This design comes from an exercise in tuning for small area, a short achievable clock period and few clock cycles on the open sky130 flow, not from production work.
Only simulation tests tie the RTL to the original design; equivalence was not proved.
No activity file was given, so power comes from the tool's default toggle rates.

==> design/flow/design.v <==
module hcpu_alu (
    input  wire [4:0]  op,
    input  wire [31:0] a,       
    input  wire [31:0] b,       
    input  wire        cin,     
    output reg  [31:0] y,
    output reg         cout,
    output reg         valid
);
    wire        inv  = (op[1:0] != 2'b00);                   
    wire        ci   = (op[1:0] == 2'b00) ? cin : ((op[1:0] == 2'b01) ? ~cin : 1'b1);
    wire [31:0] bx   = b ^ {32{inv}};
    wire [32:0] sum  = {1'b0, a} + {1'b0, bx} + {32'd0, ci};
    wire        eq   = &(a ^ bx);                            
    wire [4:0]  n    = b[4:0];
    wire        lsl  = (op[3:0] == 4'h7);
    wire [4:0]  s    = lsl ? (5'd0 - n) : n;
    wire [31:0] r0   = s[0] ? {a[0],     a[31:1]}  : a;
    wire [31:0] r1   = s[1] ? {r0[1:0],  r0[31:2]} : r0;
    wire [31:0] r2   = s[2] ? {r1[3:0],  r1[31:4]} : r1;
    wire [31:0] r3   = s[3] ? {r2[7:0],  r2[31:8]} : r2;
    wire [31:0] rot  = s[4] ? {r3[15:0], r3[31:16]} : r3;
    wire [31:0] mr   = 32'hFFFF_FFFF >> n;                   
    wire [31:0] ml   = 32'hFFFF_FFFF << n;                   
    wire [31:0] m    = lsl ? ml : ((op[3:0] == 4'h9) ? 32'hFFFF_FFFF : mr);
    wire        fill = (op[3:0] == 4'h8) & a[31];            
    wire [31:0] sh   = (rot & m) | ({32{fill}} & ~m);
    always @* begin
        y     = 32'd0;
        cout  = cin;
        valid = 1'b1;
        case (op)
            5'h10, 5'h11: {cout, y} = sum;                                
            5'h12: y = eq ? 32'd0 : (sum[32] ? 32'd1 : 32'hFFFF_FFFF);    
            5'h13: y = a & b;                                             
            5'h14: y = a | b;                                             
            5'h15: y = ~a;                                                
            5'h16, 5'h17, 5'h18, 5'h19: y = sh;                           
            default: begin                                                
                y     = 32'd0;
                valid = 1'b0;
            end
        endcase
    end
endmodule
module hcpu_core (
    input  wire        clk,
    input  wire        rst,          
    output reg         mem_req,
    output reg         mem_we,
    output reg  [15:0] mem_addr,
    output reg  [1:0]  mem_size,     
    output reg  [31:0] mem_wdata,
    input  wire        mem_gnt,
    input  wire        mem_rvalid,
    input  wire [31:0] mem_rdata,
    output wire        halted,
    output wire        memfault
);
    localparam [31:0] STACK_BASE = 32'h0000_F000;
    localparam [15:0] IRQ_VECTOR = 16'h0040;
    localparam [2:0] ST_RUN   = 3'd0,
                     ST_MWAIT = 3'd1,
                     ST_DISP  = 3'd2,
                     ST_HALT  = 3'd3,
                     ST_FAULT = 3'd4;
    reg [2:0] state;
    reg [31:0] r1, r2, r3, r4, r5;    
    reg [31:0] sp;
    reg        f_store_reg, f_wfi;
    reg        carry;
    reg [15:0] imask, ipend;
    reg [31:0] ir;               
    reg [7:0]  sel_a;            
    reg [7:0]  sel_b;            
    reg        ir_v;             
    reg [15:0] pc_x;             
    reg [31:0] pc_f;             
    reg        fo;               
    reg        skip;             
    reg [2:0]  ld_rd;
    reg [1:0]  ld_size;
    reg        ld_pop;
    reg        ld_over;          
    wire [15:0] hi   = ir[15:0];
    wire [15:0] lo   = ir[31:16];
    wire [4:0]  op   = hi[15:11];
    wire [2:0]  rd   = hi[10:8];
    wire [2:0]  rb   = hi[4:2];
    wire [1:0]  mode = hi[1:0];
    function [16:0] inc_at(input [15:0] a, input integer k);
        integer i;
        reg c;
        begin
            c = 1'b1;
            for (i = 0; i < 16; i = i + 1) begin
                if (i < k) begin
                    inc_at[i] = a[i];
                end else begin
                    inc_at[i] = a[i] ^ c;
                    c = c & a[i];
                end
            end
            inc_at[16] = c;
        end
    endfunction
    function [31:0] sp_step(input [31:0] a, input dec);
        integer i;
        reg c;
        begin
            sp_step[1:0] = a[1:0];
            c = 1'b1;
            for (i = 2; i < 32; i = i + 1) begin
                sp_step[i] = a[i] ^ c;
                c = c & (a[i] ^ dec);
            end
        end
    endfunction
    function [7:0] onehot(input [2:0] i);
        onehot = 8'd1 << i;
    endfunction
    function [31:0] rf_read(input [7:0] s);
        rf_read = ({32{s[1]}} & r1) | ({32{s[2]}} & r2) | ({32{s[3]}} & r3) |
                  ({32{s[4]}} & r4) | ({32{s[5]}} & r5) | ({32{s[6]}} & sp) |
                  ({32{s[7]}} & {16'd0, pc_x});
    endfunction
    wire [31:0] op1 = rf_read(sel_a);
    reg  [31:0] imm;
    always @* begin
        case (mode)
            2'b01:   imm = {{29{rb[2]}}, rb};
            2'b10:   imm = {{16{lo[15]}}, lo};
            default: imm = 32'd0;               
        endcase
    end
    wire [31:0] op2 = rf_read(sel_b) | imm;
    wire is_mem  = (op[4:3] == 2'b00);
    wire is_alu  = (op >= 5'h0F);
    wire [31:0] alu_y;
    wire        alu_c, alu_valid;
    hcpu_alu u_alu (
        .op(op), .a(op1), .b(op2), .cin(carry),
        .y(alu_y), .cout(alu_c), .valid(alu_valid)
    );
    wire ifault = (mode == 2'b11) || (is_alu && !alu_valid);
    wire        idx_ok   = (op1[31:4] == 28'd0);
    wire [3:0]  idx      = op1[3:0];
    wire        mask_bit = idx_ok & imask[idx];
    wire        acc_sp   = (op[2:1] == 2'b11);                  
    wire [31:0] acc_addr = acc_sp ? sp : op1;
    wire        acc_we   = (op[2:0] >= 3'd3) && (op[2:0] <= 3'd6);
    reg  [1:0]  acc_size;
    always @* begin
        case (op[2:0])
            3'd0, 3'd3: acc_size = 2'd0;
            3'd1, 3'd4: acc_size = 2'd1;
            default:    acc_size = 2'd2;
        endcase
    end
    wire acc_ok = (acc_addr[31:16] == 16'd0) &&
                  ((acc_size == 2'd0) ||
                   (acc_size == 2'd1 && acc_addr[15:0] != 16'hFFFF) ||
                   (acc_addr[15:2] != 14'h3FFF) || (acc_addr[1:0] == 2'd0));
    wire disp_ok = (sp[31:16] == 16'd0) && ((sp[15:2] != 14'h3FFF) || (sp[1:0] == 2'd0));
    wire [7:0]  st_d   = acc_addr[7:0] - pc_f[7:0];
    wire        st_hit = (st_d[7:2] == 6'h00) || (st_d[7:2] == 6'h3F);
    reg [31:0] load_val;
    always @* begin
        case (ld_size)
            2'd0:    load_val = {24'd0, mem_rdata[7:0]};
            2'd1:    load_val = {16'd0, mem_rdata[15:0]};
            default: load_val = mem_rdata;
        endcase
    end
    wire        arrive  = (state == ST_RUN) && fo && mem_rvalid && !skip;
    wire        s_long  = (mem_rdata[1:0] == 2'b10);
    wire [16:0] pf_p2   = inc_at(pc_f[15:0], 1);
    wire [16:0] pf_p4   = inc_at(pc_f[15:0], 2);
    wire [16:0] pf_next = s_long ? pf_p4 : pf_p2;
    wire        f_over  = (pc_f[31:16] != 16'd0) || (pc_f[15:2] == 14'h3FFF && pc_f[1:0] != 2'd0);
    wire irq     = (imask & ipend) != 16'd0;
    wire can_ex  = (state == ST_RUN) && !f_wfi && ir_v && (!fo || arrive);
    wire ex      = can_ex && !irq;
    wire ex_mem  = ex && is_mem;
    wire ex_go   = ex_mem && acc_ok && mem_gnt;                 
    wire ex_op   = ex && !is_mem;                               
    wire is_mskr = (op == 5'h0B) || (op == 5'h0D);
    wire sets_sr = is_mskr || (is_alu && alu_valid);
    reg  [31:0] res;
    always @* begin
        if (is_mskr)                  res = {31'd0, mask_bit};
        else if (is_alu && alu_valid) res = alu_y;
        else                          res = 32'd0;
    end
    wire is_bnz  = (op == 5'h08);
    wire bnz_tk  = is_bnz && (op1 != 32'd0);
    wire is_halt = (op == 5'h0E);
    wire is_wfi  = (op == 5'h09);
    wire ir_wpc  = (rd == 3'd7) && (sets_sr || f_store_reg) && !(is_mem && !acc_we);
    wire        wb_ld  = (state == ST_MWAIT) && mem_rvalid && !skip;
    wire        wb_en  = wb_ld || (ex_op && (sets_sr || f_store_reg)) ||
                         (ex_go && acc_we && f_store_reg);
    wire [2:0]  wb_idx = wb_ld ? ld_rd : rd;
    wire [31:0] wb_val = wb_ld ? load_val : res;
    wire        wb_pc  = wb_en && (wb_idx == 3'd7);
    wire run_ok = (state == ST_RUN) && !f_wfi && (ir_v || !f_over);
    wire ready  = !fo || (mem_rvalid && !skip);     
    wire ir_mem = ir_v && is_mem;
    wire ir_bnz = ir_v && is_bnz;
    wire ir_req = !ir_v || (!irq && (is_mem ? acc_ok : !(is_halt || is_wfi || ir_wpc || (is_bnz && skip))));
    always @* begin
        mem_req   = 1'b0;
        mem_we    = 1'b0;
        mem_size  = 2'd2;
        mem_wdata = op2;
        if (ir_mem)      mem_addr = acc_addr[15:0];
        else if (ir_bnz) mem_addr = op2[15:0];    
        else if (fo)     mem_addr = pf_next[15:0];
        else             mem_addr = pc_f[15:0];
        case (state)
            ST_RUN: begin
                mem_req = run_ok && ready && ir_req;
                mem_we  = ir_mem && acc_we;
                if (ir_mem) mem_size = acc_size;
            end
            ST_MWAIT: begin
                mem_req  = mem_rvalid && !skip && (ld_rd != 3'd7) && !ld_over;
                mem_addr = pc_f[15:0];
            end
            ST_DISP: begin
                mem_req   = 1'b1;
                mem_we    = 1'b1;
                mem_addr  = sp[15:0];
                mem_wdata = {16'd0, (f_wfi ? pc_f[15:0] : pc_x)};
            end
            default: ;
        endcase
    end
    assign halted   = (state == ST_HALT);
    assign memfault = (state == ST_FAULT);
    always @(posedge clk) begin
        if (rst) begin
            r1 <= 32'd0; r2 <= 32'd0; r3 <= 32'd0; r4 <= 32'd0; r5 <= 32'd0;
        end else if (wb_en) begin
            case (wb_idx)
                3'd1: r1 <= wb_val;
                3'd2: r2 <= wb_val;
                3'd3: r3 <= wb_val;
                3'd4: r4 <= wb_val;
                3'd5: r5 <= wb_val;
                default: ;
            endcase
        end
    end
    wire sp_inc = ex_go && (op[2:0] == 3'd6);
    wire sp_dec = (wb_ld && ld_pop) || (state == ST_DISP && mem_gnt);
    always @(posedge clk) begin
        if (rst)                              sp <= STACK_BASE;
        else if (wb_en && wb_idx == 3'd6)     sp <= wb_val;
        else if (sp_inc || sp_dec)            sp <= sp_step(sp, state != ST_RUN);
    end
    task automatic take_successor;
        begin
            ir    <= mem_rdata;
            sel_a <= onehot(mem_rdata[7:5]);
            sel_b <= (mem_rdata[1:0] == 2'b00) ? onehot(mem_rdata[4:2]) : 8'd0;
            ir_v  <= 1'b1;
            pc_x  <= pc_f[15:0];
            pc_f  <= {15'd0, pf_next};
        end
    endtask
    task automatic jump(input [31:0] t);
        begin
            ir_v <= 1'b0;
            pc_f <= t;
        end
    endtask
    always @(posedge clk) begin
        if (rst) begin
            state       <= ST_RUN;
            f_store_reg <= 1'b0;
            f_wfi       <= 1'b0;
            carry       <= 1'b0;
            imask       <= 16'h0001;
            ipend       <= 16'h0000;
            ir          <= 32'd0;
            sel_a       <= 8'd0;
            sel_b       <= 8'd0;
            ir_v        <= 1'b0;
            pc_x        <= 16'd0;
            pc_f        <= 32'd0;
            fo          <= 1'b0;
            skip        <= 1'b0;
            ld_rd       <= 3'd0;
            ld_size     <= 2'd0;
            ld_pop      <= 1'b0;
            ld_over     <= 1'b0;
        end else begin
            if (wb_en && (wb_ld || sets_sr)) f_store_reg <= 1'b1;
            if (mem_rvalid && skip) skip <= 1'b0;
            case (state)
                ST_RUN: begin
                    if (f_wfi) begin
                        if (f_over)   state <= ST_HALT;
                        else if (irq) state <= disp_ok ? ST_DISP : ST_FAULT;
                        else          pc_f <= {15'd0, pf_p2};
                    end else if (!ir_v) begin
                        if (f_over) begin
                            state <= ST_HALT;
                        end else if (arrive) begin
                            take_successor;
                            fo <= mem_gnt;
                        end else if (!fo) begin
                            fo <= mem_gnt;
                        end
                    end else if (can_ex) begin
                        if (irq) begin
                            ir_v  <= 1'b0;
                            fo    <= 1'b0;
                            state <= disp_ok ? ST_DISP : ST_FAULT;
                        end else if (is_mem) begin
                            if (!acc_ok) begin
                                state <= ST_FAULT;
                            end else if (!mem_gnt) begin
                                fo <= 1'b0;
                            end else begin
                                if (mode == 2'b11) ipend[0] <= 1'b1;
                                fo      <= 1'b0;
                                ld_rd   <= rd;
                                ld_size <= acc_size;
                                ld_pop  <= (op[2:0] == 3'd7);
                                ld_over <= f_over;
                                if (ir_wpc) begin
                                    jump(32'd0);
                                end else begin
                                    if (fo && !(acc_we && st_hit)) take_successor;
                                    else                          ir_v <= 1'b0;
                                    if (!acc_we)     state <= ST_MWAIT;
                                    else if (f_over) state <= ST_HALT;
                                end
                            end
                        end else begin
                            if (ifault) ipend[0] <= 1'b1;
                            case (op)
                                5'h09: f_wfi <= 1'b1;
                                5'h0A: if (idx_ok) imask[idx] <= (op2 != 32'd0);
                                5'h0C: if (idx_ok) ipend[idx] <= (op2 != 32'd0);
                                default: ;
                            endcase
                            if (is_alu && alu_valid) carry <= alu_c;
                            if (is_halt) begin
                                state <= ST_HALT;
                            end else if (ir_wpc) begin
                                jump(wb_val);
                                fo <= 1'b0;
                            end else if (bnz_tk) begin
                                jump(op2);
                                fo <= mem_gnt && !skip;
                            end else if (is_wfi) begin
                                ir_v <= 1'b0;
                                fo   <= 1'b0;
                                if (f_over) state <= ST_HALT;
                            end else begin
                                if (f_over) state <= ST_HALT;
                                if (fo) take_successor;
                                else    ir_v <= 1'b0;
                                if (is_bnz) begin
                                    fo <= 1'b0;
                                    if (mem_gnt && !skip) skip <= 1'b1;
                                end else begin
                                    fo <= mem_gnt;
                                end
                            end
                        end
                    end
                end
                ST_MWAIT: begin
                    if (mem_rvalid && !skip) begin
                        if (wb_pc) begin
                            jump(load_val);
                        end else if (ld_over) begin
                            state <= ST_HALT;
                        end else begin
                            fo <= mem_gnt;
                        end
                        if (!ld_over || wb_pc) state <= ST_RUN;
                    end
                end
                ST_DISP: begin
                    if (mem_gnt) begin
                        pc_f  <= {16'd0, IRQ_VECTOR};
                        ir_v  <= 1'b0;
                        fo    <= 1'b0;
                        f_wfi <= 1'b0;
                        state <= ST_RUN;
                    end
                end
                ST_HALT:  state <= ST_HALT;
                ST_FAULT: state <= ST_FAULT;
                default:  state <= ST_FAULT;
            endcase
        end
    end
endmodule
==> design/flow/run.sh <==
#!/bin/bash
# synth_recipe.tcl (not shown) runs the flow's synth.tcl, then flattens the netlist and writes it again
# the make line also repeats each setting of config.mk as NAME=value (left out here)
make -C /OpenROAD-flow-scripts/flow DESIGN_CONFIG=/design/flow/config.mk WORK_HOME=/design/flow/orfs CLKGATE_MAP_FILE= SYNTH_SCRIPT=/design/flow/synth_recipe.tcl finish
==> design/flow/config.mk <==
export PLATFORM = sky130hd
export DESIGN_NAME = hcpu_core
export DESIGN_NICKNAME = hcpu_core
export VERILOG_FILES = /design/flow/design.v
export SDC_FILE = /design/flow/constraint.sdc
export NUM_CORES = 4
export LEC_CHECK = 0
export CAP_MARGIN = 20
export CORE_MARGIN = 2
export CORE_UTILIZATION = 30
export SLEW_MARGIN = 20
==> design/flow/constraint.sdc <==
create_clock -name core_clock -period 10.0 [get_ports {clk}]
set_input_delay 2.0000 -clock core_clock [delete_from_list [all_inputs] [get_ports {clk}]]
set_output_delay 2.0000 -clock core_clock [all_outputs]
set_load 0.01 [all_outputs]
==> results.sh, run 1 <==
export IMPL_r2r_end="pc_f[14]"
export IMPL_setup_viol=0
export IMPL_crit_arrival_ns=5.37
export IMPL_start_util_pct=30.2
export IMPL_hp_class="reg -> reg"
export IMPL_drt_first_pass_iters=9
export IMPL_path_clk_slew_ns=0.06
export IMPL_numCtsBuffers=40
export IMPL_syn_num_nets=3780
export IMPL_dp_cells=4687
export IMPL_layout_cells_non_filler=4765
export IMPL_r2r_cells=20
export IMPL_cts_tree="done"
export IMPL_path_delay_family="buffers and inverters"
export IMPL_ys_ff_latch=331
export IMPL_num_rows=109
export IMPL_p_per_area_nw_per_um2=152
export IMPL_rsz0062_at_grt="no"
export IMPL_portBuffers=89
export IMPL_detail_route_iter0_violations=5496
export IMPL_die_area_um2=91300
export IMPL_slowest_delay_ns=1.01
export IMPL_highest_layer="met5"
export IMPL_ant_nets=0
export IMPL_finalHoldViolCount=0
export IMPL_synth_ff_type="dfxtp_1"
export IMPL_ys_types=100
export IMPL_startpoint_type="flip-flop"
export IMPL_drive_gt1_share_pct=7.20
export IMPL_wl_um=140000
export IMPL_final_common_cell="nand2_1"
export IMPL_async_flop_share_pct=0
export IMPL_ir_drop_uv=136
export IMPL_drc_errors=0
export IMPL_cts_sink_count=331
export IMPL_startpoint="sel_a[1]"
export IMPL_slew_headroom_pct=13.3
export IMPL_cts_root_buf="clkbuf_16"
export IMPL_syn_inst=3666
export IMPL_final_max_slew_violation_count=0
export IMPL_r2r_setup_slack_ns=3.21
export IMPL_crit_required_ns=8.00
export IMPL_end_kind="output pin"
export IMPL_final_setup_tns_ns=0
export IMPL_finalClockSkew_ns=0.0336
export IMPL_drv_cap=0
export IMPL_cts_setup_buffers=0
export IMPL_rr_startpoint="ir[0]"
export IMPL_layout_common_cells="nand2_1, nor2_1, dfxtp_1"
export IMPL_cts_hold_buffers=0
export IMPL_fp_dieW_um=302
export IMPL_grt_antenna_before_repair=2
export IMPL_htreeDepth=2
export IMPL_syn2layout_area_growth_pct=12.2
export IMPL_yosysSeqAreaShare_pct=24.8
export IMPL_io_pins=90
export IMPL_track_usage_pct=29.4
export IMPL_min_to="ir[17]"
export IMPL_postSynthAreaPerCell_um2=7.28
export IMPL_hold_path_depth=2
export IMPL_crit_fanout=18
export IMPL_cts_resized=0
export IMPL_synth_edf_count=0
export IMPL_cp_buffers_inverters=3
export IMPL_grt_pass1_wl_um=201000
export IMPL_wl_met2_um=56500
export IMPL_power_switching_mw=1.72
export IMPL_place_gp_congestion=1.06
export IMPL_cp_slowest_cell="dfxtp_1"
export IMPL_clockBufferDepth=3
export IMPL_fmax_ghz=0.136
export IMPL_final_util_pct=33.9
export IMPL_wire_per_inst_um=29.4
export IMPL_wl_met3_um=18800
export IMPL_core_um2=88200
export IMPL_clock_insertion_delay_worst_skew_ns=0.62
export IMPL_fillCellCount=9359
export IMPL_finalNetCount=3678
export IMPL_power_frac_comb_pct=31.7
export IMPL_yosysWarningCount=2
export IMPL_p_leak_nw=10.2
export IMPL_finalCriticalPeriod_ns=7.37
export IMPL_hpwlAfterDp_um=97900
export IMPL_crit_chain="buf_4, a22oi_1, and3_1, inv_1, a31oi_1, a2111oi_0, nand4_1, and2_1, o21ai_0, o311ai_0, clkdlybuf4s50_1"
export IMPL_p_int_mw=2.83
export IMPL_clkPwrFrac_pct=34.8
export IMPL_die_h_um=302
export IMPL_grt_ovfl_total=0
export IMPL_grt_pass1_vias=28554
export IMPL_netlist_area_um2=26700
export IMPL_vias=31661
export IMPL_p_seq_share_pct=33.5
export IMPL_hold_ws_ns=0.454
export IMPL_grt_max_degree=180
export IMPL_p_sw_share_pct=37.8
export IMPL_critPathKind="reg -> out"
export IMPL_worstMarginPinSlew_ns=1.29
export IMPL_status="finished clean"
export IMPL_min_from="ir[17]"
export IMPL_fin_crit_sh_pct=73.7
export IMPL_vias_per_cell=6.64
export IMPL_drt_met1_wl_um=54000
stage by stage:
| step | setup WS [ns] | power (mW) | cell area (µm²) |
|---|---|---|---|
| floorplan | 4.36 | 2.35 | 26700 |
| global placement | 3.28 | 2.93 | 28500 |
| detailed placement | 3.30 | 2.92 | 28500 |
| CTS | 2.72 | 4.49 | 29900 |
| global route | 2.40 | 4.69 | 29900 |
| finish | 2.63 | 4.56 | 29900 |
worst reg2reg max path, cell delays in order, from the launching register on:
cell	delay, ns
dfxtp_1	0.38
inv_1	0.06
ha_1	0.89
nor2_1	0.10
or2_2	0.60
xnor2_1	0.28
inv_1	0.11
fa_1	0.20
inv_1	0.07
fa_1	0.47
a211oi_1	0.31
o21bai_1	0.15
a2111oi_0	0.76
o31ai_1	0.29
a211oi_1	0.41
xor2_1	0.18
nor2_1	0.05
o21ai_0	0.16
o2111ai_1	0.51
o311ai_0	0.54
a21oi_1	0.12
worst max-delay path by stage:
stage | endpoint | slack [ns] | depth (start not counted)
final | mem_req | 2.63 | 11
after global routing | mem_addr[15] | 2.40 | 21
after CTS | mem_addr[15] | 2.72 | 21
after detailed placement | mem_addr[8] | 3.30 | 9
after global placement | mem_req | 3.28 | 5
after floorplan | mem_addr[12] | 4.36 | 9
routing by layer:
metal | global-route usage (%) | up-vias
met5 | 0.207 | -
met4 | 18.2 | 6
met3 | 9.29 | 603
met2 | 42.3 | 2376
met1 | 37.9 | 15027
li1 | - | 13649
cell families after synthesis:
group                    after synthesis  synth area share, %
flip-flops                           331                 24.8
XOR/XNOR                              95                 3.17
multiplexers                         141                 5.53
buffers and inverters                387                 6.02
AO/OA/AOI/OAI                       1381                 35.3
AND/OR/NAND/NOR                     1253                 21.4
adder cells (fa/ha/maj)               78                 3.71
Yosys cell counts (30+ instances only):
cell type | instances | share of area [%]
nor3_1 | 65 | 1.2
xor2_1 | 34 | 1.1
a22oi_1 | 204 | 5.7
dfxtp_1 | 331 | 25
mux2i_1 | 127 | 4.8
buf_1 | 41 | 0.58
nand2_1 | 426 | 6.0
o21ai_0 | 199 | 3.7
xnor2_1 | 60 | 2.0
and3_1 | 48 | 1.1
nor2_1 | 385 | 5.4
nand3_1 | 125 | 2.3
inv_1 | 46 | 0.65
a221oi_1 | 39 | 1.3
a21oi_1 | 324 | 6.1
buf_2 | 50 | 0.94
o211ai_1 | 112 | 3.2
a222oi_1 | 37 | 1.4
nor4_1 | 30 | 0.70
clkbuf_1 | 228 | 3.2
ha_1 | 76 | 3.6
a211oi_1 | 143 | 4.0
a31oi_1 | 59 | 1.4
power by group through the flow:
stage                     clock [mW]  sequential [mW]  combinational (mW)
final                           1.59             1.53                1.44
after global routing            1.64             1.53                1.52
after CTS                       1.59             1.51                1.39
after detailed placement           0             1.54                1.38
after global placement             0             1.54                1.38
after floorplan                    0             1.47               0.877
area by class of cell:
class	count	area (µm²)	share of cell area [%]
Sequential cell	331	6630	22.1
Multi-Input combinational cell	2948	18600	62.1
Tap cell	1165	1460	4.87
Clock buffer	53	1140	3.81
Clock inverter	21	259	0.865
Inverter	53	199	0.664
Antenna cell	4	10.0	0.0334
Timing Repair Buffer	190	1670	5.57
Testbench counts, summed over its fixed seeds: cycles 102,324.
==> run 2: changes to the inputs <==
--- a/design/flow/config.mk
+++ b/design/flow/config.mk
@@ -8,4 +8,5 @@
 export CAP_MARGIN = 20
 export CORE_MARGIN = 2
-export CORE_UTILIZATION = 30
+export CORE_UTILIZATION = 45
+export SETUP_SLACK_MARGIN = 3.0
 export SLEW_MARGIN = 20
==> run 2 against run 1 <==
  * Cell count fell by 8.3%
  * First-iteration DRC count decreased by 4.6%
  * Utilization is 16 points higher
  * Sequential share of layout area increased by 0.44 points
  * Critical endpoint is now r5[4]
  * Highest routed layer unchanged
  * Clock skew increased by 0.0093 ns
  * Count of clock-buffer cells in the layout up 7
==> results.sh, run 2 <==
export IMPL_status="finished clean"
export IMPL_syn2layout_area_growth_pct=10.1
export IMPL_setup_viol=0
export IMPL_yosysWarningCount=2
export IMPL_drt_first_pass_iters=10
export IMPL_fmax_ghz=0.143
export IMPL_wire_per_inst_um=32.5
export IMPL_portBuffers=89
export IMPL_yosysSeqAreaShare_pct=24.8
export IMPL_drc_errors=0
export IMPL_finalHoldViolCount=0
export IMPL_vias=32155
export IMPL_track_usage_pct=44.6
export IMPL_worstMarginPinSlew_ns=1.29
export IMPL_ys_ff_latch=331
export IMPL_cts_hold_buffers=0
export IMPL_synthTopCellsByCount="nand2_1, nor2_1, dfxtp_1"
export IMPL_hpwlAfterDp_um=100000
export IMPL_rsz0062_at_grt="yes"
export IMPL_place_gp_congestion=1.06
export IMPL_crit_fanout=25
export IMPL_cts_resized=4
export IMPL_power_switching_mw=1.70
export IMPL_crit_chain="inv_1, ha_1, nand2_1, a21o_1, buf_4, nand3_1, a221oi_1, clkdlybuf4s18_2, xor2_1, ha_1, nand3_1, o31a_1, o21ai_0, a221oi_1, nand3_2, o311a_1, o311ai_1, a32oi_1, a211oi_1"
export IMPL_grt_antenna_before_repair=6
export IMPL_power_frac_comb_pct=32.6
export IMPL_crit_required_ns=10.50
export IMPL_hp_class="reg -> reg"
export IMPL_synth_ff_type="dfxtp_1"
export IMPL_wl_um=142000
export IMPL_ir_drop_uv=178
export IMPL_layout_common_cells="nand2_1, nor2_1, dfxtp_1"
export IMPL_fp_dieW_um=247
export IMPL_grt_max_degree=113
export IMPL_die_h_um=247
export IMPL_grt_pass1_wl_um=202000
export IMPL_syn_inst=3666
export IMPL_finalCriticalPeriod_ns=6.99
export IMPL_slew_headroom_pct=13.3
export IMPL_netlist_area_leader_share_pct=24.8
export IMPL_core_um2=58800
export IMPL_synth_top_area_cell="dfxtp_1"
export IMPL_start_util_pct=45.4
export IMPL_htreeDepth=2
export IMPL_power_mw=4.44
export IMPL_ys_types=100
export IMPL_path_delay_family="compound AO/OA/AOI/OAI gates"
export IMPL_netlist_area_um2=26700
export IMPL_final_area_um2=29400
export IMPL_final_util_pct=50.0
export IMPL_synth_area_top_cells="dfxtp_1, a21oi_1, nand2_1"
export IMPL_synth_most_common_cell="nand2_1"
export IMPL_ant_nets=0
export IMPL_num_rows=89
export IMPL_p_per_area_nw_per_um2=151
export IMPL_cts_setup_buffers=0
export IMPL_detail_route_iter0_violations=5241
export IMPL_synth_edf_count=0
export IMPL_end_kind="flip-flop"
export IMPL_clockBufferDepth=3
export IMPL_clkPwrFrac_pct=33.0
export IMPL_final_max_slew_violation_count=0
export IMPL_vias_per_cell=7.36
export IMPL_finalNetCount=3676
export IMPL_io_pins=90
export IMPL_fin_crit_sh_pct=69.9
export IMPL_cts_tree="done"
export IMPL_cts_sink_count=331
export IMPL_startpoint_type="flip-flop"
export IMPL_drv_cap=0
export IMPL_die_area_um2=61200
export IMPL_final_setup_tns_ns=0
export IMPL_syn_num_nets=3780
export IMPL_grt_ovfl_total=0
export IMPL_postPlaceCellArea_um2=28000
export IMPL_slowest_delay_ns=0.82
export IMPL_p_leak_nw=10.2
export IMPL_p_sw_share_pct=38.3
export IMPL_cp_slowest_cell="a221oi_1"
export IMPL_cts_root_buf="clkbuf_16"
export IMPL_numCtsBuffers=40
export IMPL_final_common_cell="nand2_1"
export IMPL_critPathKind="reg -> reg"
export IMPL_p_seq_share_pct=34.4
export IMPL_cp_buffers_inverters=3
export IMPL_postSynthAreaPerCell_um2=7.28
export IMPL_async_flop_share_pct=0
export IMPL_crit_arrival_ns=7.50
export IMPL_p_int_mw=2.74
export IMPL_grt_pass1_vias=29037
export IMPL_drive_gt1_share_pct=7.18
export IMPL_path_clk_slew_ns=0.06
export IMPL_clock_insertion_delay_worst_skew_ns=0.61
export IMPL_finalClockSkew_ns=0.0429
## run 2: cell types whose count changed in the layout (fill, tap and decap cells not counted), sizes merged, moves of 2 or more
| cell | delta |
|---|---|
| clkbuf | +8 |
| clkinv | +2 |
| bufinv | -4 |
| buf | -3 |
| inv | -2 |
| clkdlybuf4s50 | -2 |
| clkinvlp | -4 |
## run 2: cells by family (layout without fill, tap and decap cells)
| kind of cell | Yosys count | in the layout | share of synthesized area, % |
|---|---|---|---|
| flops | 331 | 331 | 24.8 |
| compound gates | 1381 | 1381 | 35.3 |
| fa+ha+maj | 78 | 78 | 3.71 |
| other cells | 0 | 4 | 0 |
| simple gates | 1253 | 1253 | 21.4 |
| buf+inv | 387 | 314 | 6.02 |
| xor+xnor | 95 | 95 | 3.17 |
| mux | 141 | 141 | 5.53 |
## run 2: worst reg2reg max path: stages, from the launching register on
cell and delay, ns:
dfxtp_1 0.38, inv_1 0.06, ha_1 0.40, nand2_1 0.15
a21o_1 0.13, buf_4 0.33, nand3_1 0.12, a221oi_1 0.62
clkdlybuf4s18_2 0.40, xor2_1 0.19, ha_1 0.30, nand3_1 0.19
o31a_1 0.22, o21ai_0 0.24, a221oi_1 0.82, nand3_2 0.75
o311a_1 0.39, o311ai_1 0.32, a32oi_1 0.56, a211oi_1 0.35
## run 2: path summary, 6_finish.rpt
kind	from	to	slack, ns	depth (start not counted)
min	ir[21]	ir[21]	0.46	2
max reg2reg	ir[0]	r5[4]	3.01	19
min reg2reg	ir[21]	ir[21]	0.46	2
max	ir[0]	r5[4]	3.01	19
## run 2: cell type report
class / instances / area [µm²]
Antenna cell: 4 / 10.0
Clock buffer: 60 / 1170
Clock inverter: 13 / 134
Fill cell: 5843 / 29400
Inverter: 53 / 199
Multi-Input combinational cell: 2948 / 18600
Sequential cell: 331 / 6630
Tap cell: 773 / 967
Timing Repair Buffer: 188 / 1640
## run 2: routing by layer
layer | share of wire (%) | track usage [%] | wire [µm] | vias up
li1 | - | - | - | 13628
met1 | 38 | 57.7 | 53300 | 15258
met2 | 41 | 64.7 | 57700 | 2649
met3 | 15 | 15.4 | 21000 | 610
met4 | 7.0 | 24.7 | 9870 | 10
met5 | 0.072 | 0.397 | 102 | -
## run 2: power by group through the flow
stage / clock [mW] / combinational [mW] / sequential, mW
6_report: 1.46 / 1.45 / 1.53
3_3_place_gp: 0 / 1.39 / 1.54
5_1_grt: 1.53 / 1.52 / 1.53
3_5_place_dp: 0 / 1.39 / 1.54
4_1_cts: 1.47 / 1.39 / 1.51
2_1_floorplan: 0 / 0.877 / 1.47
## run 2: stage by stage
step	worst slack (ns)	cells	hold WS [ns]
CTS	3.01	4366	0.457
global route	2.96	4366	0.469
detailed placement	3.05	4293	0.450
floorplan	4.36	3666	0.432
global placement	2.93	4291	0.440
finish	3.01	4370	0.458
==> run 3: changes to the inputs <==
--- a/design/flow/config.mk
+++ b/design/flow/config.mk
@@ -9,4 +9,4 @@
 export CORE_MARGIN = 2
 export CORE_UTILIZATION = 45
-export SETUP_SLACK_MARGIN = 3.0
+export SETUP_SLACK_MARGIN = 5.0
 export SLEW_MARGIN = 20
==> run 3 against run 2 <==
  * Highest routed layer unchanged
  * Sequential share of layout area shrank 2.2 points
  * Global-route usage grew 0.97 points
  * Non-clock buffer count grew 129
  * Still clean on timing, DRC and antenna
==> results.sh, run 3 <==
export IMPL_status="finished clean"
export IMPL_fin_crit_sh_pct=61.9
export IMPL_cts_root_buf="clkbuf_16"
export IMPL_p_int_mw=2.87
export IMPL_synth_most_common_cell="nand2_1"
export IMPL_die_h_um=247
export IMPL_worstMarginPinSlew_ns=1.24
export IMPL_p_seq_share_pct=32.6
export IMPL_cts_hold_buffers=0
export IMPL_syn2layout_area_growth_pct=22.5
export IMPL_drt_first_pass_iters=14
export IMPL_portBuffers=89
export IMPL_drive_gt1_share_pct=17.7
export IMPL_numCtsBuffers=41
export IMPL_io_pins=90
export IMPL_dp_cells=4299
export IMPL_syn_num_nets=3780
export IMPL_slowest_delay_ns=0.63
export IMPL_grt_pass1_wl_um=207000
export IMPL_syn_inst=3666
export IMPL_hold_path_depth=2
export IMPL_cp_depth=10
export IMPL_wire_per_inst_um=32.5
export IMPL_netlist_area_leader_share_pct=24.8
export IMPL_ir_drop_uv=135
export IMPL_netlist_area_um2=26700
export IMPL_cts_tree="done"
export IMPL_r2r_cells=30
export IMPL_p_sw_share_pct=38.8
export IMPL_clkPwrFrac_pct=32.0
export IMPL_hold_ws_ns=0.459
export IMPL_crit_chain="buf_8, a22oi_1, and3_1, o21ai_0, and4_1, nand4_1, and2_2, o21ai_1, o311ai_4, clkdlybuf4s50_1"
export IMPL_crit_arrival_ns=4.19
export IMPL_core_um2=58800
export IMPL_crit_fanout=27
export IMPL_fp_dieW_um=247
export IMPL_clock_insertion_delay_worst_skew_ns=0.60
export IMPL_start_util_pct=45.4
export IMPL_drc_errors=0
export IMPL_postPlaceCellArea_um2=28400
export IMPL_finalCriticalPeriod_ns=6.19
export IMPL_clockBufferDepth=3
export IMPL_cp_buffers_inverters=2
export IMPL_yosysWarningCount=2
export IMPL_postSynthAreaPerCell_um2=7.28
export IMPL_place_gp_congestion=1.09
export IMPL_fmax_ghz=0.162
export IMPL_synth_edf_count=0
export IMPL_vias_per_cell=7.44
export IMPL_layout_common_cells="nand2_1, nor2_1, dfxtp_1"
export IMPL_pre_cts_slack_ns=3.09
export IMPL_p_leak_nw=11.3
export IMPL_num_rows=89
export IMPL_wl_um=147000
export IMPL_async_flop_share_pct=0
export IMPL_power_frac_comb_pct=35.4
export IMPL_yosysSeqAreaShare_pct=24.8
export IMPL_finalHoldViolCount=0
export IMPL_synth_area_top_cells="dfxtp_1, a21oi_1, nand2_1"
export IMPL_die_area_um2=61200
export IMPL_path_clk_slew_ns=0.06
export IMPL_setup_viol=0
export IMPL_final_common_cell="nand2_1"
export IMPL_hpwlAfterDp_um=98200
export IMPL_vias=33562
export IMPL_power_switching_mw=1.82
export IMPL_ys_ff_latch=331
export IMPL_final_max_slew_violation_count=0
export IMPL_final_setup_tns_ns=0
export IMPL_p_per_area_nw_per_um2=144
export IMPL_grt_pass1_vias=29994
export IMPL_detail_route_iter0_violations=5563
export IMPL_power_mw=4.69
export IMPL_slew_headroom_pct=16.5
export IMPL_cp_slowest_cell="o21ai_0"
export IMPL_synth_top_area_cell="dfxtp_1"
export IMPL_setup_ws_ns=3.81
export IMPL_ys_types=100
export IMPL_grt_max_degree=127
export IMPL_path_delay_family="compound AO/OA/AOI/OAI gates"
export IMPL_critPathKind="reg -> out"
export IMPL_startpoint_type="flip-flop"
export IMPL_final_area_um2=32700
export IMPL_end_kind="output pin"
export IMPL_finalClockSkew_ns=0.0265
export IMPL_drv_cap=0
export IMPL_synth_ff_type="dfxtp_1"
export IMPL_layout_cells_non_filler=4512
export IMPL_cts_sink_count=331
export IMPL_ant_nets=0
export IMPL_crit_required_ns=8.00
export IMPL_synthTopCellsByCount="nand2_1, nor2_1, dfxtp_1"
export IMPL_grt_antenna_before_repair=8
export IMPL_rsz0062_at_grt="yes"
export IMPL_finalNetCount=3812
export IMPL_htreeDepth=2
export IMPL_final_util_pct=55.6
export IMPL_hp_class="reg -> reg"
export IMPL_grt_ovfl_total=0
export IMPL_track_usage_pct=45.6
[run 3: worst reg2reg max path, delay by kind of cell (launching register included)]
kind / cells / cell delay, ns
DFF: 1 / 0.38
and+or+nand+nor: 3 / 0.60
buffers and inverters: 12 / 1.37
xor gates and xnor gates: 1 / 0.13
adders and majority gates: 3 / 0.82
AOI/OAI and AO/OA: 11 / 2.15
[run 3: final cells by class]
class                      count  area (µm²)
fill                        5535       26100
multi-input combinational   2954       20500
sequential                   331        6650
timing repair buffer         317        3000
clock buffer                  61        1180
tap                          773         967
inverter                      53         213
clock inverter                11         143
antenna                       12        30.0
[run 3: cell families (layout without fill, tap and decap cells)]
group | count (synthesis) | after routing | share of synthesized area (%)
flip-flops | 331 | 331 | 24.8
AO/OA/AOI/OAI | 1381 | 1382 | 35.3
multiplexers | 141 | 141 | 5.53
AND/OR/NAND/NOR | 1253 | 1258 | 21.4
XOR/XNOR | 95 | 95 | 3.17
other | 0 | 12 | 0
adder cells (fa/ha/maj) | 78 | 78 | 3.71
buffers and inverters | 387 | 442 | 6.02
[run 3: routing by layer]
layer	track usage [%]	vias up	part of all wire [%]
met1	58.0	15903	36
met4	29.0	4	8.4
met5	0	-	0.10
met3	16.3	777	15
met2	65.0	2932	40
li1	-	13946	-
[run 3: power by group through the flow]
stage	combinational [mW]	clock (mW)	sequential, mW
after floorplan	0.914	0	1.48
after global placement	1.41	0	1.55
after detailed placement	1.42	0	1.55
after CTS	1.52	1.49	1.52
after global routing	1.73	1.55	1.53
final	1.66	1.50	1.53
[run 3: final timing paths]
check	startpoint	endpoint	slack [ns]
setup / recovery	sel_a[5]	mem_req	3.81
hold / removal	ir[30]	ir[30]	0.46
setup reg to reg	ir[1]	r5[20]	4.44
hold reg to reg	ir[30]	ir[30]	0.46
[run 3: what timing repair did]
action | in CTS | in global routing
pin swaps | 44 | 43
resized for setup | 298 | 206
gates cloned | 5 | 2
endpoints found under the setup margin | 335 | 323
buffers inserted | 62 | 60
==> run 4: changes to the inputs <==
--- a/design/flow/design.v
+++ b/design/flow/design.v
@@ -90,17 +90,14 @@
     wire [1:0]  mode = hi[1:0];
     function [16:0] inc_at(input [15:0] a, input integer k);
-        integer i;
+        integer i, j;
         reg c;
         begin
-            c = 1'b1;
-            for (i = 0; i < 16; i = i + 1) begin
-                if (i < k) begin
-                    inc_at[i] = a[i];
-                end else begin
-                    inc_at[i] = a[i] ^ c;
-                    c = c & a[i];
-                end
+            for (i = 0; i < 17; i = i + 1) begin
+                c = 1'b1;
+                for (j = k; j < i; j = j + 1) c = c & a[j];
+                if (i < k)       inc_at[i] = a[i];
+                else if (i < 16) inc_at[i] = a[i] ^ c;
+                else             inc_at[i] = c;
             end
-            inc_at[16] = c;
         end
     endfunction
@@ -174,11 +171,14 @@
     end
     wire        arrive  = (state == ST_RUN) && fo && mem_rvalid && !skip;
-    wire        s_long  = (mem_rdata[1:0] == 2'b10);
-    wire [16:0] pf_p2   = inc_at(pc_f[15:0], 1);
-    wire [16:0] pf_p4   = inc_at(pc_f[15:0], 2);
+    wire        ir_long = (mode == 2'b10);
+    wire [31:0] s_word  = (ir_v && !ir_long) ? {mem_rdata[15:0], ir[31:16]} : mem_rdata;
+    wire        s_long  = (s_word[1:0] == 2'b10);
+    wire [16:0] pf_p2   = {1'b0, pc_f[15:0]} + 17'd2;
+    wire [16:0] pf_p4   = {1'b0, pc_f[15:0]} + 17'd4;
     wire [16:0] pf_next = s_long ? pf_p4 : pf_p2;
+    wire [15:0] fetch_a = fo ? pf_p4[15:0] : (!ir_v ? pc_f[15:0] : (ir_long ? pc_f[15:0] : pf_p2[15:0]));
     wire        f_over  = (pc_f[31:16] != 16'd0) || (pc_f[15:2] == 14'h3FFF && pc_f[1:0] != 2'd0);
     wire irq     = (imask & ipend) != 16'd0;
-    wire can_ex  = (state == ST_RUN) && !f_wfi && ir_v && (!fo || arrive);
+    wire can_ex  = (state == ST_RUN) && !f_wfi && ir_v && (fo ? arrive : (is_mem || irq));
     wire ex      = can_ex && !irq;
     wire ex_mem  = ex && is_mem;
@@ -207,6 +207,7 @@
     wire ready  = !fo || (mem_rvalid && !skip);     
     wire ir_mem = ir_v && is_mem;
-    wire ir_bnz = ir_v && is_bnz;
-    wire ir_req = !ir_v || (!irq && (is_mem ? acc_ok : !(is_halt || is_wfi || ir_wpc || (is_bnz && skip))));
+    wire ir_bnz = ir_v && is_bnz && fo;
+    wire ir_req = !ir_v || !fo ||
+                  (!irq && (is_mem ? acc_ok : !(is_halt || is_wfi || ir_wpc || (is_bnz && skip))));
     always @* begin
         mem_req   = 1'b0;
@@ -216,9 +217,8 @@
         if (ir_mem)      mem_addr = acc_addr[15:0];
         else if (ir_bnz) mem_addr = op2[15:0];    
-        else if (fo)     mem_addr = pf_next[15:0];
-        else             mem_addr = pc_f[15:0];
+        else             mem_addr = fetch_a;
         case (state)
             ST_RUN: begin
-                mem_req = run_ok && ready && ir_req;
+                mem_req = run_ok && ready && ir_req && !(ir_v && !fo && (irq || (is_mem && !acc_ok)));
                 mem_we  = ir_mem && acc_we;
                 if (ir_mem) mem_size = acc_size;
@@ -226,5 +226,5 @@
             ST_MWAIT: begin
                 mem_req  = mem_rvalid && !skip && (ld_rd != 3'd7) && !ld_over;
-                mem_addr = pc_f[15:0];
+                mem_addr = fetch_a;
             end
             ST_DISP: begin
@@ -262,7 +262,7 @@
     task automatic take_successor;
         begin
-            ir    <= mem_rdata;
-            sel_a <= onehot(mem_rdata[7:5]);
-            sel_b <= (mem_rdata[1:0] == 2'b00) ? onehot(mem_rdata[4:2]) : 8'd0;
+            ir    <= s_word;
+            sel_a <= onehot(s_word[7:5]);
+            sel_b <= (s_word[1:0] == 2'b00) ? onehot(s_word[4:2]) : 8'd0;
             ir_v  <= 1'b1;
             pc_x  <= pc_f[15:0];
@@ -314,4 +314,6 @@
                             fo <= mem_gnt;
                         end
+                    end else if (!fo && !can_ex) begin
+                        fo <= mem_gnt;
                     end else if (can_ex) begin
                         if (irq) begin
--- a/design/flow/config.mk
+++ b/design/flow/config.mk
@@ -8,5 +8,4 @@
 export CAP_MARGIN = 20
 export CORE_MARGIN = 2
-export CORE_UTILIZATION = 45
-export SETUP_SLACK_MARGIN = 5.0
+export CORE_UTILIZATION = 30
 export SLEW_MARGIN = 20
==> run 4 against run 3 <==
  * Still clean on timing, DRC and antenna
  * Hold slack better by 0.012 ns
  * Sequential share of layout area is 1.1 points higher
  * Via count is 5.0% lower
  * Register-to-register slack worse by 1.5 ns
  * Final area is 5.6% lower
  * Clock power is 3% higher
  * First-iteration DRC count is 3.4% lower
  * Largest power group is now clock
==> results.sh, run 4 <==
export IMPL_track_usage_pct=28.7
export IMPL_numCtsBuffers=40
export IMPL_hp_class="reg -> reg"
export IMPL_async_flop_share_pct=0
export IMPL_cts_tree="done"
export IMPL_final_setup_tns_ns=0
export IMPL_power_mw=4.46
export IMPL_hpwlAfterDp_um=101000
export IMPL_grt_pass1_vias=28486
export IMPL_cts_root_buf="clkbuf_16"
export IMPL_fmax_ghz=0.133
export IMPL_io_pins=90
export IMPL_crit_fanout=19
export IMPL_portBuffers=89
export IMPL_yosysSeqAreaShare_pct=24.1
export IMPL_core_um2=91200
export IMPL_grt_max_degree=132
export IMPL_vias_per_cell=6.51
export IMPL_worstMarginPinSlew_ns=1.16
export IMPL_finalNetCount=3771
export IMPL_fin_crit_sh_pct=75.4
export IMPL_path_clk_slew_ns=0.06
export IMPL_ys_types=100
export IMPL_finalClockSkew_ns=0.0257
export IMPL_cts_setup_buffers=0
export IMPL_fp_dieW_um=307
export IMPL_grt_antenna_before_repair=6
export IMPL_syn_inst=3784
export IMPL_drive_gt1_share_pct=8.67
export IMPL_yosys_area_share_simple_pct=23.3
export IMPL_synth_top_area_cell="dfxtp_1"
export IMPL_drv_cap=0
export IMPL_postPlaceCellArea_um2=29400
export IMPL_final_common_cell="nor2_1"
export IMPL_grtUsageMet3_pct=8.68
export IMPL_vias=31893
export IMPL_die_h_um=307
export IMPL_yosysWarningCount=2
export IMPL_netlist_area_um2=27500
export IMPL_final_util_pct=33.8
export IMPL_clock_insertion_delay_worst_skew_ns=0.59
export IMPL_cts_hold_buffers=0
export IMPL_die_area_um2=94100
export IMPL_cts_resized=0
export IMPL_layout_cells_non_filler=4899
export IMPL_drc_errors=0
export IMPL_grtUsageMet1_pct=38.8
export IMPL_final_area_um2=30900
export IMPL_syn2layout_area_growth_pct=12.1
export IMPL_end_kind="output pin"
export IMPL_crit_required_ns=8.00
export IMPL_rsz0062_at_grt="no"
export IMPL_muxShareOfSynthArea_pct=8.37
export IMPL_drt_first_pass_iters=7
export IMPL_ant_nets=0
export IMPL_synth_fa_ha_area_share_pct=2.47
export IMPL_wl_um=141000
export IMPL_status="finished clean"
export IMPL_netlist_area_leader_share_pct=24.1
export IMPL_grt_ovfl_total=0
export IMPL_synth_compound_area_share_pct=31.5
export IMPL_cts_sink_count=331
export IMPL_synthTopCellsByCount="nor2_1, nand2_1, dfxtp_1"
export IMPL_synth_top_family_by_area="compound AO/OA/AOI/OAI gates"
export IMPL_dp_cells=4824
export IMPL_layout_common_cells="nor2_1, nand2_1, dfxtp_1"
export IMPL_p_per_area_nw_per_um2=145
export IMPL_place_gp_congestion=1.03
export IMPL_p_leak_nw=10.4
export IMPL_postSynthAreaPerCell_um2=7.27
export IMPL_top_usage_layer="met2"
export IMPL_finalHoldViolCount=0
export IMPL_startpoint_type="flip-flop"
export IMPL_clockBufferDepth=3
export IMPL_synth_edf_count=0
export IMPL_num_antenna_cells=0
export IMPL_synth_xor_area_share_pct=4.33
export IMPL_wire_per_inst_um=28.8
export IMPL_synth_ff_type="dfxtp_1"
export IMPL_start_util_pct=30.1
export IMPL_setup_viol=0
export IMPL_final_max_slew_violation_count=0
export IMPL_grt_use_met2_pct=40.2
export IMPL_slew_headroom_pct=22.7
export IMPL_setup_ws_ns=2.46
export IMPL_grt_pass1_wl_um=203000
export IMPL_critPathKind="reg -> out"
export IMPL_ys_ff_latch=331
export IMPL_crit_arrival_ns=5.54
export IMPL_synth_most_common_cell="nor2_1"
export IMPL_num_rows=111
export IMPL_syn_num_nets=3873
export IMPL_hold_ws_ns=0.471
export IMPL_pre_cts_slack_ns=3.20
export IMPL_ir_drop_uv=102
export IMPL_finalCriticalPeriod_ns=7.54
export IMPL_detail_route_iter0_violations=5373
export IMPL_synth_area_top_cells="dfxtp_1, nor2_1, nand2_1"
export IMPL_htreeDepth=2
==> run 4: cell count changes after synthesis, sizes merged, moves of 28 or more <==
cell / before / now
a311oi: 17 / 45
a21oi: 327 / 293
a31oi: 61 / 32
o211ai: 112 / 31
nor2: 386 / 520
mux2: 10 / 44
o21ai: 205 / 168
==> run 4: path summary, 6_finish.rpt <==
path,start,cells after the start,slack [ns],end
max,sel_a[5],12,2.46,mem_req
min reg2reg,r4[0],2,0.47,r4[0]
min,r4[0],2,0.47,r4[0]
max reg2reg,sel_a[5],18,2.96,ir[14]
==> run 4: layer usage <==
layer / up-vias / routed length, µm
li1: 13928 / -
met1: 15199 / 55800
met2: 2320 / 56000
met3: 438 / 19700
met4: 8 / 9450
met5: - / 54
==> run 4: cells by family (layout without fill, tap and decap cells) <==
logic type,Yosys count,count (layout)
compound gates,1243,1243
buf+inv,403,332
mux,193,193
flops,331,331
simple gates,1426,1426
fa+ha+maj,53,53
xor+xnor,135,135
==> run 4: cell type report <==
cell class	count	area, µm²
tap	1186	1480
sequential	331	6630
timing repair buffer	199	1740
inverter	60	230
clock inverter	20	230
multi-input combinational	3050	19400
clock buffer	53	1130
fill	9668	60400
==> run 4: critical path: stages, from the launching register on <==
cell and delay, ns:
dfxtp_1 1.00, buf_4 0.40, a222oi_1 0.17, a41oi_1 0.73, o2111ai_1 0.60, a2111oi_0 0.54
and4_1 0.31, nor2_1 0.13, nor2_1 0.13, o21ai_0 0.09, o2111ai_1 0.15, nand2_1 0.17
clkdlybuf4s50_1 0.51
==> run 4: report_power, final <==
| part | switching, mW | leakage (nW) | internal [mW] |
|---|---|---|---|
| combinational | 0.940 | 7.01 | 0.492 |
| clock | 0.665 | 0.666 | 0.883 |
| sequential | 0.112 | 2.67 | 1.37 |
Testbench counts of run 4, summed over its fixed seeds: cycles 102,690.
==> run 5: changes to the inputs <==
--- a/design/flow/config.mk
+++ b/design/flow/config.mk
@@ -8,4 +8,5 @@
 export CAP_MARGIN = 20
 export CORE_MARGIN = 2
-export CORE_UTILIZATION = 30
+export CORE_UTILIZATION = 50
+export SETUP_SLACK_MARGIN = 3.0
 export SLEW_MARGIN = 20
==> run 5 against run 4 <==
  * Die area down 40%
  * Count of clock-buffer cells in the layout down 4
  * Utilization up 22 points
  * Non-clock buffer count down 12
  * Register-to-register slack worse by 0.03 ns
  * Clock power up 3%
  * Via count up 2.7%
  * Sequential cell count unchanged
  * Largest cell class unchanged
  * Total power up 0.87%
  * Sequential power about the same
  * Routed wire length up 0.25%
==> results.sh, run 5 <==
export IMPL_status="finished clean"
export IMPL_finalClockSkew_ns=0.0278
export IMPL_layout_cells_non_filler=4400
export IMPL_fp_dieW_um=239
export IMPL_drc_errors=0
export IMPL_grt_pass1_vias=29694
export IMPL_crit_required_ns=8.00
export IMPL_grt_max_degree=98
export IMPL_hp_class="reg -> reg"
export IMPL_min_to="r5[28]"
export IMPL_grt_ovfl_total=0
export IMPL_multiInputGateArea_um2=19400
export IMPL_layout_common_cells="nor2_1, nand2_1, dfxtp_1"
export IMPL_cts_sink_count=331
export IMPL_ir_drop_uv=153
export IMPL_finalNetCount=3758
export IMPL_min_from="r5[28]"
export IMPL_grt_antenna_before_repair=10
export IMPL_yosysWarningCount=2
export IMPL_fin_crit_sh_pct=72.4
export IMPL_r2r_end="pc_f[11]"
export IMPL_worstMarginPinSlew_ns=1.27
export IMPL_setup_viol=0
export IMPL_seqCellArea_um2=6630
export IMPL_dp_cells=4324
export IMPL_critPathKind="reg -> out"
export IMPL_ant_nets=0
export IMPL_start_util_pct=50.8
export IMPL_final_util_pct=55.9
export IMPL_ys_types=100
export IMPL_track_usage_pct=48.1
export IMPL_final_area_um2=30300
export IMPL_cts_setup_buffers=0
export IMPL_r2r_cells=15
export IMPL_netlist_area_leader_share_pct=24.1
export IMPL_async_flop_share_pct=0
export IMPL_startpoint_type="flip-flop"
export IMPL_cts_tree="done"
export IMPL_cts_hold_buffers=0
export IMPL_core_um2=54100
export IMPL_numCtsBuffers=39
export IMPL_crit_fanout=18
export IMPL_vias=32764
export IMPL_grt_pass1_wl_um=203000
export IMPL_fillCellCount=5086
export IMPL_io_pins=90
export IMPL_slew_headroom_pct=14.0
export IMPL_htreeDepth=2
export IMPL_finalCriticalPeriod_ns=7.24
export IMPL_p_leak_nw=10.3
export IMPL_place_gp_congestion=1.05
export IMPL_crit_arrival_ns=5.24
export IMPL_postSynthAreaPerCell_um2=7.27
export IMPL_finalHoldViolCount=0
export IMPL_syn_num_nets=3873
export IMPL_synth_ff_type="dfxtp_1"
export IMPL_final_common_cell="nor2_1"
export IMPL_yosysSeqAreaShare_pct=24.1
export IMPL_rsz0062_at_grt="yes"
export IMPL_drt_first_pass_iters=13
export IMPL_vias_per_cell=7.45
export IMPL_r2r_setup_slack_ns=2.93
export IMPL_synth_edf_count=0
export IMPL_detail_route_iter0_violations=5857
export IMPL_drv_cap=0
export IMPL_ys_ff_latch=331
export IMPL_synth_most_common_cell="nor2_1"
export IMPL_postPlaceCellArea_um2=28800
export IMPL_hold_path_depth=2
export IMPL_cts_root_buf="clkbuf_16"
export IMPL_clockBufferDepth=3
export IMPL_drive_gt1_share_pct=8.60
export IMPL_syn_inst=3784
export IMPL_die_area_um2=56900
export IMPL_synth_top_area_cell="dfxtp_1"
export IMPL_wire_per_inst_um=32.1
export IMPL_end_kind="output pin"
export IMPL_rr_startpoint="sel_a[5]"
export IMPL_die_h_um=239
export IMPL_num_rows=85
export IMPL_wl_um=141000
export IMPL_portBuffers=89
export IMPL_clock_insertion_delay_worst_skew_ns=0.62
export IMPL_p_per_area_nw_per_um2=149
export IMPL_final_setup_tns_ns=0
export IMPL_hpwlAfterDp_um=102000
export IMPL_synthTopCellsByCount="nor2_1, nand2_1, dfxtp_1"
export IMPL_fmax_ghz=0.138
export IMPL_startpoint="sel_a[5]"
export IMPL_netlist_area_um2=27500
export IMPL_synth_area_top_cells="dfxtp_1, nor2_1, nand2_1"
export IMPL_syn2layout_area_growth_pct=9.99
export IMPL_path_clk_slew_ns=0.07
export IMPL_final_max_slew_violation_count=0
run 5: worst max-delay path: stages (launching register included):
cell and delay [ns]:
dfxtp_1 0.91, buf_4 0.39, a22oi_1 0.09, and3_1 0.42
inv_1 0.44, nand4_1 0.39, o22ai_2 0.55, and4_1 0.35
nor2_1 0.14, nor2_1 0.14, o21ai_0 0.10, o2111ai_1 0.11
nand2_1 0.10, clkdlybuf4s50_1 0.49
run 5: kinds of logic (layout without fill, tap and decap cells):
logic type               after synthesis  after routing  synth area share [%]
AND/OR/NAND/NOR                     1426           1426                  23.3
buffers and inverters                403            315                  5.93
adder cells (fa/ha/maj)               53             53                  2.47
other                                  0              8                     0
multiplexers                         193            193                  8.37
XOR/XNOR                             135            135                  4.33
flip-flops                           331            331                  24.1
AO/OA/AOI/OAI                       1243           1243                  31.5
run 5: repair_timing:
action / CTS / global route
pin swaps: 0 / 0
gates resized for setup: 1 / 8
setup endpoints to repair: 1 / 21
cloned: 0 / 0
run 5: how the worst max path moves through the flow:
stage               endpoint  slack, ns  depth (start not counted)
global placement      sp[20]       2.95                         12
floorplan           pc_f[22]       3.86                         22
CTS                  mem_req       3.07                         13
detailed placement    r5[28]       3.04                         11
finish               mem_req       2.76                         13
global route         mem_req       2.90                         13
run 5: area by class of cell:
| cell class | count | share of cell area, % |
|---|---|---|
| inverters | 60 | 0.773 |
| flip-flops and latches | 331 | 21.9 |
| well taps | 696 | 2.88 |
| clock buffers | 49 | 3.65 |
| repair buffers | 187 | 5.47 |
| clock inverters | 19 | 1.01 |
| diodes | 8 | 0.0662 |
| multi-input cells | 3050 | 64.2 |
run 5: report_power, final:
group | switching [mW] | total (mW) | internal [mW]
logic | 0.947 | 1.44 | 0.493
clock network | 0.665 | 1.59 | 0.925
registers | 0.102 | 1.47 | 1.37
total | 1.71 | 4.50 | 2.79
run 5: routing by layer:
layer / vias to the layer above / routed length [µm] / track usage (%)
li1: 13888 / - / -
met1: 15339 / 50900 / 60.0
met2: 2809 / 56000 / 68.3
met3: 714 / 21500 / 17.9
met4: 14 / 12700 / 33.8
met5: - / 99 / 0
run 5: through the flow:
stage,power [mW],worst slack (ns),hold slack (ns)
2_1_floorplan,2.34,3.86,0.444
3_3_place_gp,2.85,2.95,0.455
3_5_place_dp,2.87,3.04,0.462
4_1_cts,4.42,3.07,0.472
5_1_grt,4.62,2.90,0.496
6_report,4.50,2.76,0.478
==> run 6: changes to the inputs <==
--- a/design/flow/design.v
+++ b/design/flow/design.v
@@ -74,4 +74,5 @@
     reg [7:0]  sel_a;            
     reg [7:0]  sel_b;            
+    reg        m_i3, m_i16;      
     reg        ir_v;             
     reg [15:0] pc_x;             
@@ -79,4 +80,5 @@
     reg        fo;               
     reg        skip;             
+    reg        refetch;          
     reg [2:0]  ld_rd;
     reg [1:0]  ld_size;
@@ -123,12 +125,5 @@
     endfunction
     wire [31:0] op1 = rf_read(sel_a);
-    reg  [31:0] imm;
-    always @* begin
-        case (mode)
-            2'b01:   imm = {{29{rb[2]}}, rb};
-            2'b10:   imm = {{16{lo[15]}}, lo};
-            default: imm = 32'd0;               
-        endcase
-    end
+    wire [31:0] imm = ({32{m_i3}} & {{29{rb[2]}}, rb}) | ({32{m_i16}} & {{16{lo[15]}}, lo});
     wire [31:0] op2 = rf_read(sel_b) | imm;
     wire is_mem  = (op[4:3] == 2'b00);
@@ -161,5 +156,7 @@
     wire disp_ok = (sp[31:16] == 16'd0) && ((sp[15:2] != 14'h3FFF) || (sp[1:0] == 2'd0));
     wire [7:0]  st_d   = acc_addr[7:0] - pc_f[7:0];
-    wire        st_hit = (st_d[7:2] == 6'h00) || (st_d[7:2] == 6'h3F);
+    wire        st_hit = ((st_d[7:2] == 6'h00) || (st_d[7:2] == 6'h3F)) &&
+                         ((acc_addr[15:8] == pc_f[15:8]) ||
+                          (acc_addr[7:2] == 6'h00) || (acc_addr[7:2] == 6'h3F));
     reg [31:0] load_val;
     always @* begin
@@ -180,5 +177,5 @@
     wire        f_over  = (pc_f[31:16] != 16'd0) || (pc_f[15:2] == 14'h3FFF && pc_f[1:0] != 2'd0);
     wire irq     = (imask & ipend) != 16'd0;
-    wire can_ex  = (state == ST_RUN) && !f_wfi && ir_v && (fo ? arrive : (is_mem || irq));
+    wire can_ex  = (state == ST_RUN) && !refetch && !f_wfi && ir_v && (fo ? arrive : (is_mem || irq));
     wire ex      = can_ex && !irq;
     wire ex_mem  = ex && is_mem;
@@ -204,5 +201,5 @@
     wire [31:0] wb_val = wb_ld ? load_val : res;
     wire        wb_pc  = wb_en && (wb_idx == 3'd7);
-    wire run_ok = (state == ST_RUN) && !f_wfi && (ir_v || !f_over);
+    wire run_ok = (state == ST_RUN) && !refetch && !f_wfi && (ir_v || !f_over);
     wire ready  = !fo || (mem_rvalid && !skip);     
     wire ir_mem = ir_v && is_mem;
@@ -239,24 +236,19 @@
     assign halted   = (state == ST_HALT);
     assign memfault = (state == ST_FAULT);
+    wire [31:0] wr_val = wb_val & {32{~rst}};
+    wire [7:0]  wr_sel = {8{wb_en}} & onehot(wb_idx);
     always @(posedge clk) begin
-        if (rst) begin
-            r1 <= 32'd0; r2 <= 32'd0; r3 <= 32'd0; r4 <= 32'd0; r5 <= 32'd0;
-        end else if (wb_en) begin
-            case (wb_idx)
-                3'd1: r1 <= wb_val;
-                3'd2: r2 <= wb_val;
-                3'd3: r3 <= wb_val;
-                3'd4: r4 <= wb_val;
-                3'd5: r5 <= wb_val;
-                default: ;
-            endcase
-        end
+        if (rst || wr_sel[1]) r1 <= wr_val;
+        if (rst || wr_sel[2]) r2 <= wr_val;
+        if (rst || wr_sel[3]) r3 <= wr_val;
+        if (rst || wr_sel[4]) r4 <= wr_val;
+        if (rst || wr_sel[5]) r5 <= wr_val;
     end
     wire sp_inc = ex_go && (op[2:0] == 3'd6);
     wire sp_dec = (wb_ld && ld_pop) || (state == ST_DISP && mem_gnt);
+    wire [31:0] sp_val = wr_sel[6] ? wb_val : sp_step(sp, state != ST_RUN);
     always @(posedge clk) begin
-        if (rst)                              sp <= STACK_BASE;
-        else if (wb_en && wb_idx == 3'd6)     sp <= wb_val;
-        else if (sp_inc || sp_dec)            sp <= sp_step(sp, state != ST_RUN);
+        if (rst || wr_sel[6] || sp_inc || sp_dec)
+            sp <= (sp_val & {32{~rst}}) | (STACK_BASE & {32{rst}});
     end
     task automatic take_successor;
@@ -265,4 +257,6 @@
             sel_a <= onehot(s_word[7:5]);
             sel_b <= (s_word[1:0] == 2'b00) ? onehot(s_word[4:2]) : 8'd0;
+            m_i3  <= (s_word[1:0] == 2'b01);
+            m_i16 <= (s_word[1:0] == 2'b10);
             ir_v  <= 1'b1;
             pc_x  <= pc_f[15:0];
@@ -284,16 +278,9 @@
             imask       <= 16'h0001;
             ipend       <= 16'h0000;
-            ir          <= 32'd0;
-            sel_a       <= 8'd0;
-            sel_b       <= 8'd0;
             ir_v        <= 1'b0;
-            pc_x        <= 16'd0;
             pc_f        <= 32'd0;
             fo          <= 1'b0;
             skip        <= 1'b0;
-            ld_rd       <= 3'd0;
-            ld_size     <= 2'd0;
-            ld_pop      <= 1'b0;
-            ld_over     <= 1'b0;
+            refetch     <= 1'b0;
         end else begin
             if (wb_en && (wb_ld || sets_sr)) f_store_reg <= 1'b1;
@@ -301,5 +288,8 @@
             case (state)
                 ST_RUN: begin
-                    if (f_wfi) begin
+                    if (refetch) begin
+                        refetch <= 1'b0;
+                        jump({16'd0, pc_x});
+                    end else if (f_wfi) begin
                         if (f_over)   state <= ST_HALT;
                         else if (irq) state <= disp_ok ? ST_DISP : ST_FAULT;
@@ -336,6 +326,7 @@
                                     jump(32'd0);
                                 end else begin
-                                    if (fo && !(acc_we && st_hit)) take_successor;
-                                    else                          ir_v <= 1'b0;
+                                    if (fo) take_successor;
+                                    else    ir_v <= 1'b0;
+                                    refetch <= fo && acc_we && st_hit;
                                     if (!acc_we)     state <= ST_MWAIT;
                                     else if (f_over) state <= ST_HALT;
==> run 6 against run 5 <==
  * Still clean on timing, DRC and antenna
  * Fmax rose by 4.1%
  * Clock skew rose by 0.020 ns
  * Critical path depth fell by 1
  * Die area rose by 0.87%
  * Clock power barely moved
  * Via count fell by 4.9%
==> results.sh, run 6 <==
export IMPL_cp_buffers_inverters=3
export IMPL_critPathKind="reg -> out"
export IMPL_r2r_setup_slack_ns=3.15
export IMPL_yosysSeqAreaShare_pct=33.5
export IMPL_finalNetCount=3381
export IMPL_start_util_pct=50.5
export IMPL_final_common_cell="nand2_1"
export IMPL_slew_headroom_pct=8.24
export IMPL_crit_arrival_ns=4.95
export IMPL_p_per_area_nw_per_um2=196
export IMPL_power_frac_comb_pct=43.4
export IMPL_crit_required_ns=8.00
export IMPL_vias_per_cell=7.64
export IMPL_synthTopCellsByCount="nand2_1, nor2_1, edfxtp_1"
export IMPL_synth_ff_type="edfxtp_1"
export IMPL_die_h_um=240
export IMPL_finalCriticalPeriod_ns=6.95
export IMPL_place_gp_congestion=1.06
export IMPL_syn_inst=3347
export IMPL_synth_most_common_cell="nand2_1"
export IMPL_end_kind="output pin"
export IMPL_rsz0062_at_grt="no"
export IMPL_p_seq_share_pct=30.6
export IMPL_ant_nets=0
export IMPL_postSynthAreaPerCell_um2=8.29
export IMPL_grt_max_degree=68
export IMPL_hpwlAfterDp_um=101000
export IMPL_synth_area_top_cells="edfxtp_1, a22oi_1, dfxtp_1"
export IMPL_htreeDepth=2
export IMPL_cp_slowest_cell="a41oi_1"
export IMPL_wl_um=142000
export IMPL_detail_route_iter0_violations=6020
export IMPL_synth_top_area_cell="edfxtp_1"
export IMPL_cts_tree="done"
export IMPL_pre_cts_slack_ns=3.20
export IMPL_hp_class="reg -> reg"
export IMPL_netlist_area_um2=27800
export IMPL_setup_ws_ns=3.05
export IMPL_grt_ovfl_total=0
export IMPL_p_leak_nw=10.8
export IMPL_status="finished clean"
export IMPL_fp_dieW_um=240
export IMPL_finalHoldViolCount=0
export IMPL_finalClockSkew_ns=0.0481
export IMPL_final_area_um2=30700
export IMPL_grt_pass1_vias=28098
export IMPL_slowest_delay_ns=0.61
export IMPL_yosysWarningCount=2
export IMPL_async_flop_share_pct=0
export IMPL_final_setup_tns_ns=0
export IMPL_postPlaceCellArea_um2=29200
export IMPL_num_rows=86
export IMPL_p_sw_share_pct=42.9
export IMPL_grt_antenna_before_repair=6
export IMPL_drv_cap=0
export IMPL_startpoint_type="flip-flop"
export IMPL_drc_errors=0
export IMPL_path_clk_slew_ns=0.06
export IMPL_syn2layout_area_growth_pct=10.8
export IMPL_power_switching_mw=2.59
export IMPL_setup_viol=0
export IMPL_drive_gt1_share_pct=7.84
export IMPL_track_usage_pct=48.1
export IMPL_wire_per_inst_um=34.9
export IMPL_ys_ff_latch=334
export IMPL_crit_fanout=32
export IMPL_fmax_ghz=0.144
export IMPL_clkPwrFrac_pct=26.0
export IMPL_synth_edf_count=260
export IMPL_ir_drop_uv=184
export IMPL_cts_sink_count=334
## run 6: path summary, 6_finish.rpt
path | endpoint | from | cells past startpoint
worst min-delay path | ipend[12] | ipend[12] | 2
worst max-delay path | mem_req | ir[13] | 12
worst min register to register | ipend[12] | ipend[12] | 2
worst max register to register | r4[1] | sel_a[6] | 17
## run 6: kinds of logic (layout without fill, tap and decap cells)
family / Yosys count / in the layout / share of synthesized area [%]
AOI/OAI and AO/OA: 1120 / 1120 / 27.9
xor gates and xnor gates: 164 / 164 / 5.18
adders and majority gates: 50 / 50 / 2.31
buffers and inverters: 336 / 316 / 4.94
DFF: 334 / 334 / 33.5
muxes: 156 / 156 / 6.16
other: 0 / 4 / 0
and+or+nand+nor: 1187 / 1187 / 20.1
## run 6: final cells by class
class | instances | area, µm²
fill | 5099 | 24200
antenna | 4 | 10.0
timing repair buffer | 190 | 1660
sequential | 334 | 9290
clock inverter | 18 | 249
multi-input combinational | 2677 | 17200
tap | 748 | 936
inverter | 52 | 195
clock buffer | 56 | 1160
## run 6: tightest hold or removal path, stage by stage (launching register included)
cell and delay [ns]:
dfxtp_1 0.31, nand2_1 0.05, a21oi_1 0.06
## run 6: power groups by stage
stage	Clock, mW	Sequential, mW	Combinational, mW
6_report	1.57	1.84	2.62
5_1_grt	1.61	1.85	2.70
4_1_cts	1.56	1.83	2.47
3_5_place_dp	0	1.85	2.46
3_3_place_gp	0	1.85	2.43
2_1_floorplan	0	1.74	1.58
## run 6: stage by stage
stage	total power [mW]	util, %	hold WS (ns)	std cells
after floorplan	3.32	-	0.406	3347
after global placement	4.28	53.2	0.445	3998
after detailed placement	4.31	53.2	0.470	3998
after CTS	5.86	55.8	0.478	4073
after global routing	6.16	55.9	0.488	4076
final	6.03	55.9	0.477	4079
## run 6: timing repair
action                     in CTS  in global routing
resized for setup               0                  4
hold buffers                    0                  0
setup endpoints to repair       1                 12
buffers inserted                1                  2
cloned                          0                  0
pin swaps                       0                  0
## run 6: per-layer routing
layer	share of wire [%]	vias up	GRT usage, %
met5	0.0084	-	0
met4	8.3	2	31.0
met3	16	680	18.3
met2	40	2946	68.2
met1	35	14815	61.0
li1	-	12713	-
Testbench counts of run 6, summed over its fixed seeds: cycles 103,025.
